This is an optimization exercise on Yosys and OpenROAD, whose aim is small area, a short achievable clock period and few clock cycles, not a production implementation.
In this exercise RTL edits were held to simulation tests only and were not proved equivalent to the original.
Power figures rest on the tool's default switching activity, not on a simulated workload.

==> delta <==
==> flow/design.v <==
module surgeon_core (
    input  wire        clk,
    input  wire        rst,
    input  wire        cmd_valid,
    output wire        cmd_ready,
    input  wire [63:0] cmd,
    output reg         resp_valid,
    output wire [63:0] resp
);
    reg        u1;
    reg [1:0]  u2;
    reg [2:0]  u3;
    reg [3:0]  u4;
    reg [11:0] u12;
    reg [15:0] tpid, tci;
    reg [47:0] src0, src1, dst0, dst1;
    reg        fs0, fs1, fd0, fd1;
    reg        some0, some1;
    reg [15:0] ttpid0, ttpid1, ttci0, ttci1;    
    reg        ip40, ip41;                      
    assign cmd_ready = 1'b1;
    wire [7:0]  op   = cmd[63:56];
    wire [3:0]  sel  = cmd[55:52];
    wire [3:0]  rsv  = cmd[51:48];
    wire [47:0] data = cmd[47:0];
    wire [15:0] v    = data[15:0];
    wire        b    = data[0];
    wire zh  = (data[47:16] == 32'd0);       
    wire zm  = (data[15:1] == 15'd0);
    wire d1  = zh & zm;                      
    wire dz  = d1 & ~data[0];                
    wire r0  = (rsv == 4'd0);
    wire s0  = (sel == 4'd0);
    wire s1  = (sel == 4'd1);
    wire sH  = (sel[3:1] == 3'd0);
    wire sW  = ~sel[3] & (~sel[2] | (sel[1:0] == 2'd0));
    function automatic m(input [7:0] x);
        m = (op == x);
    endfunction
    wire rw = r0 & sW;
    wire r_0 = r0 & s0;
    wire rH = r0 & sH;
    wire l10 = rw & m(8'h10) & dz;
    wire l11 = rw & m(8'h11) & zh;
    wire l12 = rw & m(8'h12) & zh;
    wire l13 = rw & m(8'h13) & dz;
    wire l14 = rw & m(8'h14) & dz;
    wire l15 = rw & m(8'h15) & dz;
    wire l16 = rw & m(8'h16) & dz;
    wire l17 = rw & m(8'h17) & dz;
    wire l20 = r_0 & m(8'h20) & dz;
    wire l21 = r_0 & m(8'h21) & zh;
    wire l22 = r_0 & m(8'h22) & zh;
    wire l23 = r_0 & m(8'h23) & dz;
    wire l24 = r_0 & m(8'h24) & dz;
    wire l25 = r_0 & m(8'h25) & dz;
    wire l26 = r_0 & m(8'h26) & dz;
    wire l27 = r_0 & m(8'h27) & zh;
    wire l28 = r_0 & m(8'h28) & dz;
    wire l29 = r_0 & m(8'h29) & d1;
    wire l2a = r_0 & m(8'h2A) & dz;
    wire l2b = r_0 & m(8'h2B) & zh;
    wire l30 = rH & m(8'h30) & dz;
    wire l31 = rH & m(8'h31);
    wire l32 = rH & m(8'h32);
    wire l33 = rH & m(8'h33) & dz;
    wire l34 = rH & m(8'h34) & dz;
    wire l35 = rH & m(8'h35) & dz;
    wire l36 = rH & m(8'h36) & dz;
    wire l37 = rH & m(8'h37) & dz;
    wire l38 = rH & m(8'h38) & d1;
    wire l39 = rH & m(8'h39) & dz;
    wire l3a = rH & m(8'h3A) & zh;
    wire l3b = r_0 & m(8'h3B) & dz;
    wire legal = l10 | l11 | l12 | l13 | l14 | l15 | l16 | l17 |
                 l20 | l21 | l22 | l23 | l24 | l25 | l26 | l27 |
                 l28 | l29 | l2a | l2b |
                 l30 | l31 | l32 | l33 | l34 | l35 | l36 | l37 |
                 l38 | l39 | l3a | l3b;
    reg prim_big;                        
    always @(*) begin
        case (sel[2:0])
            3'd0:    prim_big = (v[15:1] != 15'd0);
            3'd1:    prim_big = (v[15:2] != 14'd0);
            3'd2:    prim_big = (v[15:3] != 13'd0);
            3'd3:    prim_big = (v[15:4] != 12'd0);
            default: prim_big = (v[15:12] != 4'd0);
        endcase
    end
    wire v_le7    = (v[15:3] == 13'd0);
    wire v_lefff  = (v[15:12] == 4'd0);
    wire v_islen  = (v <= 16'd1500);
    wire v_ip4    = (v == 16'h0800);
    wire e_range = ((l11 | l12) & prim_big) | (l27 & ~v_le7) | (l2b & ~v_lefff);
    wire e_islen = l3a & v_islen;
    wire e_unkn  = l3a & ~v_islen & ~v_ip4;
    wire zs0 = (src0 == 48'd0), zs1 = (src1 == 48'd0);
    wire zd0 = (dst0 == 48'd0), zd1 = (dst1 == 48'd0);
    wire eq_src = fs0 ? (fs1 ? (src0 == src1) : zs0) : (fs1 ? zs1 : 1'b1);
    wire eq_dst = fd0 ? (fd1 ? (dst0 == dst1) : zd0) : (fd1 ? zd1 : 1'b1);
    wire hdr_eq = eq_src & eq_dst & (ip40 == ip41) &
                  (some0 == some1) &
                  (~some0 | ((ttpid0 == ttpid1) & (ttci0 == ttci1)));
    wire h = sel[0];
    reg [11:0] prim_val, prim_max;
    reg [3:0]  prim_bits;
    always @(*) begin
        case (sel[2:0])
            3'd0:    begin prim_val = {11'd0, u1}; prim_max = 12'h001; prim_bits = 4'd1;  end
            3'd1:    begin prim_val = {10'd0, u2}; prim_max = 12'h003; prim_bits = 4'd2;  end
            3'd2:    begin prim_val = {9'd0,  u3}; prim_max = 12'h007; prim_bits = 4'd3;  end
            3'd3:    begin prim_val = {8'd0,  u4}; prim_max = 12'h00F; prim_bits = 4'd4;  end
            default: begin prim_val = u12;         prim_max = 12'hFFF; prim_bits = 4'd12; end
        endcase
    end
    wire gt0 = l37 & ~h & some0;
    wire gt1 = l37 &  h & some1;
    wire [47:0] rdata =
        ({48{l33 & ~h & fs0}} & src0) |
        ({48{l33 &  h & fs1}} & src1) |
        ({48{l34 & ~h & fd0}} & dst0) |
        ({48{l34 &  h & fd1}} & dst1) |
        ({48{gt0}} & {15'd0, 1'b1, ttpid0, ttci0}) |
        ({48{gt1}} & {15'd0, 1'b1, ttpid1, ttci1}) |
        ({48{l23}} & {32'd0, tpid}) |
        ({48{l24}} & {32'd0, tci}) |
        ({48{l2a}} & {36'd0, tci[11:0]}) |
        ({48{l26}} & {45'd0, tci[15:13]}) |
        ({48{l28}} & {47'd0, tci[12]}) |
        ({48{l25}} & {47'd0, (tpid == 16'h8100)}) |
        ({48{l11 & ~prim_big}} & {36'd0, v[11:0]}) |
        ({48{l13}} & {36'd0, prim_val}) |
        ({48{l16}} & {36'd0, prim_max}) |
        ({48{l17}} & {44'd0, prim_bits}) |
        ({48{l14}} & 48'd1) |
        ({48{l3b}} & {47'd0, hdr_eq}) |
        ({48{(l39 & (h ? ip41 : ip40)) | (l3a & v_ip4)}} & 48'h800);
    reg [2:0]  resp_st;
    reg [47:0] resp_rd;
    always @(posedge clk) begin
        resp_valid <= cmd_valid & ~rst;
        resp_st[2] <= ~legal;
        resp_st[1] <= e_islen | e_unkn;
        resp_st[0] <= e_range | e_unkn;
        resp_rd    <= rdata;
    end
    assign resp = {1'b0, resp_st, 12'd0, resp_rd};
    wire        go  = cmd_valid & ~rst;
    wire [47:0] md  = data & {48{~rst}};
    wire wp = go & (l10 | ((l11 | l12) & ~prim_big));
    always @(posedge clk) begin
        if (rst | (wp & (sel[2:0] == 3'd0))) u1  <= md[0];
        if (rst | (wp & (sel[2:0] == 3'd1))) u2  <= md[1:0];
        if (rst | (wp & (sel[2:0] == 3'd2))) u3  <= md[2:0];
        if (rst | (wp & (sel[2:0] == 3'd3))) u4  <= md[3:0];
        if (rst | (wp & (sel[2:0] == 3'd4))) u12 <= md[11:0];
    end
    wire t_get  = go & (gt0 | gt1);
    wire t_std  = go & (l20 | l21);           
    wire t_tpid = go & l22;
    wire t_pcp  = go & l27 & v_le7;
    wire t_dei  = go & l29;
    wire t_vid  = go & l2b & v_lefff;
    always @(posedge clk) begin
        if (rst) begin
            tpid <= 16'h8100;
            tci  <= 16'h0000;
        end else if (t_get) begin
            tpid <= h ? ttpid1 : ttpid0;
            tci  <= h ? ttci1  : ttci0;
        end else begin
            if (t_std)  tpid <= 16'h8100;
            if (t_tpid) tpid <= v;
            if (t_std)  tci  <= v;
            if (t_pcp)  tci[15:13] <= v[2:0];
            if (t_dei)  tci[12]    <= b;
            if (t_vid)  tci[11:0]  <= v[11:0];
        end
    end
    wire c0 = rst | (go & l30 & ~h);
    wire c1 = rst | (go & l30 &  h);
    always @(posedge clk) begin
        if (cmd_valid & l31 & ~h) src0 <= data;
        if (cmd_valid & l31 &  h) src1 <= data;
        if (cmd_valid & l32 & ~h) dst0 <= data;
        if (cmd_valid & l32 &  h) dst1 <= data;
        if (c0 | (go & l31 & ~h)) fs0 <= ~c0;
        if (c1 | (go & l31 &  h)) fs1 <= ~c1;
        if (c0 | (go & l32 & ~h)) fd0 <= ~c0;
        if (c1 | (go & l32 &  h)) fd1 <= ~c1;
        if (c0 | (go & (l35 | l36) & ~h)) some0 <= ~c0 & l35;
        if (c1 | (go & (l35 | l36) &  h)) some1 <= ~c1 & l35;
        if (go & l35 & ~h) begin ttpid0 <= tpid; ttci0 <= tci; end
        if (go & l35 &  h) begin ttpid1 <= tpid; ttci1 <= tci; end
        if (c0 | (go & (l38 | (l3a & v_ip4)) & ~h)) ip40 <= ~c0 & (l3a | b);
        if (c1 | (go & (l38 | (l3a & v_ip4)) &  h)) ip41 <= ~c1 & (l3a | b);
    end
endmodule
==> flow/flow/run.sh <==
#!/bin/bash
set -euo pipefail
export BUFFER_PORTS_ARGS="-buffer_cell sky130_fd_sc_hd__buf_4"
export DONT_USE_CELLS="sky130_fd_sc_hd__a2111o_1 sky130_fd_sc_hd__a2111o_2 sky130_fd_sc_hd__a2111o_4 sky130_fd_sc_hd__a2111oi_0 sky130_fd_sc_hd__a2111oi_1 sky130_fd_sc_hd__a2111oi_2 sky130_fd_sc_hd__a2111oi_4 sky130_fd_sc_hd__nor4_1 sky130_fd_sc_hd__nor4_2 sky130_fd_sc_hd__nor4_4 sky130_fd_sc_hd__nor4b_1 sky130_fd_sc_hd__nor4b_2 sky130_fd_sc_hd__nor4b_4 sky130_fd_sc_hd__nor4bb_1 sky130_fd_sc_hd__nor4bb_2 sky130_fd_sc_hd__nor4bb_4 sky130_fd_sc_hd__o2111a_1 sky130_fd_sc_hd__o2111a_2 sky130_fd_sc_hd__o2111a_4 sky130_fd_sc_hd__o2111ai_1 sky130_fd_sc_hd__o2111ai_2 sky130_fd_sc_hd__o2111ai_4 sky130_fd_sc_hd__or4_1 sky130_fd_sc_hd__or4_2 sky130_fd_sc_hd__or4_4 sky130_fd_sc_hd__or4b_1 sky130_fd_sc_hd__or4b_2 sky130_fd_sc_hd__or4b_4 sky130_fd_sc_hd__or4bb_1 sky130_fd_sc_hd__or4bb_2 sky130_fd_sc_hd__or4bb_4 "
bash standard.sh > standard_flow.log 2>&1
==> flow/standard.sh <==
#!/bin/bash
# synth_recipe.tcl (not shown) runs the flow's synth.tcl, then flattens the netlist and writes it again
# the make line also repeats each setting of config.mk as NAME=value (left out here)
make -C /OpenROAD-flow-scripts/flow DESIGN_CONFIG=/design/flow/config.mk WORK_HOME=/design/flow/orfs CLKGATE_MAP_FILE= SYNTH_SCRIPT=/design/flow/synth_recipe.tcl "${@:-finish}"
==> flow/config.mk <==
export PLATFORM = sky130hd
export DESIGN_NAME = surgeon_core
export DESIGN_NICKNAME = surgeon_core
export VERILOG_FILES = /design/flow/design.v
export SDC_FILE = /design/flow/constraint.sdc
export NUM_CORES = 4
export LEC_CHECK = 0
export CAP_MARGIN = 20
export CORE_MARGIN = 2
export CORE_UTILIZATION = 55
export CTS_BUF_LIST = sky130_fd_sc_hd__clkbuf_8
export SETUP_SLACK_MARGIN = 2.5
export SLEW_MARGIN = 20
==> flow/constraint.sdc <==
create_clock -name core_clock -period 5.0 [get_ports {clk}]
set_input_delay 1.0000 -clock core_clock [delete_from_list [all_inputs] [get_ports {clk}]]
set_output_delay 1.0000 -clock core_clock [all_outputs]
set_load 0.01 [all_outputs]
==> sierra (differences from delta) <==
CTS_BUF_LIST = default   (was sky130_fd_sc_hd__clkbuf_8)
==> nickel (differences from delta) <==
==> flow/flow/run.sh (replaced) <==
#!/bin/bash
set -euo pipefail
export BUFFER_PORTS_ARGS="-buffer_cell sky130_fd_sc_hd__buf_4"
bash standard.sh > standard_flow.log 2>&1
CORE_UTILIZATION = 40   (was 55)
==> run notes <==
| item | delta | sierra | nickel |
|---|---|---|---|
| Status | finished clean | finished clean | finished clean |
| Met3 Routed Length | 8000 um | 9317 um | 8237 um |
| Area growth from synthesis to final layout | 27.44% | 35.03% | 29.41% |
| Initial antenna violation count | 2 | 0 | 1 |
| Min-Delay Path Depth | 0 | 2 | 0 |
| Detailed-route via count | 14.17k | 14.72k | 13.76k |
| Met2 WL | 29350 um | 30580 um | 31610 um |
| Arrival @ worst endpoint | 3.18 ns | 3.01 ns | 3.11 ns |
| Clock insertion delay at the later pin of the skew report | 0.64 ns | 0.54 ns | 0.69 ns |
| Number of multi-input logic gates | 841 | 844 | 842 |
| Hold-critical path endpoint | ttci0[5] | resp_rd[6] | ttci1[3] |
| Length in cells of the worst reg-to-reg path | 6 | 6 | 7 |
| Final worst-path setup slack | 2.364 ns | 2.227 ns | 2.384 ns |
| Post-route non-filler standard cell count | 1977 | 1989 | 2105 |
| Minimum clock period | 2.636 ns | 2.773 ns | 2.616 ns |
| Comb pwr | 0.294 mW | 0.307 mW | 0.294 mW |
| Hold path startpoint | tci[5] | u12[6] | tci[3] |
| Seq area share | 48.11% | 45.41% | 47.38% |
| Power per cell area | 285.9 mW/mm^2 | 286.8 mW/mm^2 | 298.9 mW/mm^2 |
| Count of plain and timing-repair buffers in the layout | 251 | 300 | 236 |
Testbench counts of delta, summed over its fixed seeds: cycles 12,008.
Testbench counts of sierra, summed over its fixed seeds: cycles 12,008.
Testbench counts of nickel, summed over its fixed seeds: cycles 12,008.

static timing again, ports no longer ideal:
How much do the figures lean on ideal ports? The routed layouts below were timed once more, with nothing changed but the port constraints.
Step 1 (the two cells are an assumption about what drives the block):
set clk [get_ports {clk}]
set_driving_cell -lib_cell sky130_fd_sc_hd__clkbuf_16 $clk
set_driving_cell -lib_cell sky130_fd_sc_hd__buf_2 [delete_from_list [all_inputs] $clk]
Step 2, shift: input delay + t, output delay - t, t = (earliest + latest rising clock arrival at the registers) / 2. This alone moves slack from input paths to output paths.
Three values: ideal ports, drivers, drivers and shift; two values: the first two.
run	t (ns)	setup slack, ns	worst slew at a driven data input, ns
delta	0.681	2.364 / 2.369 / 1.688	0.07
sierra	0.583	2.227 / 2.232 / 1.650	0.26
nickel	0.722	2.384 / 2.379 / 1.657	0.23
After both steps every run listed still meets setup and hold. The setup slack of nickel, which loses most, moves by -0.005 ns with the drivers and by -0.727 ns with both steps.
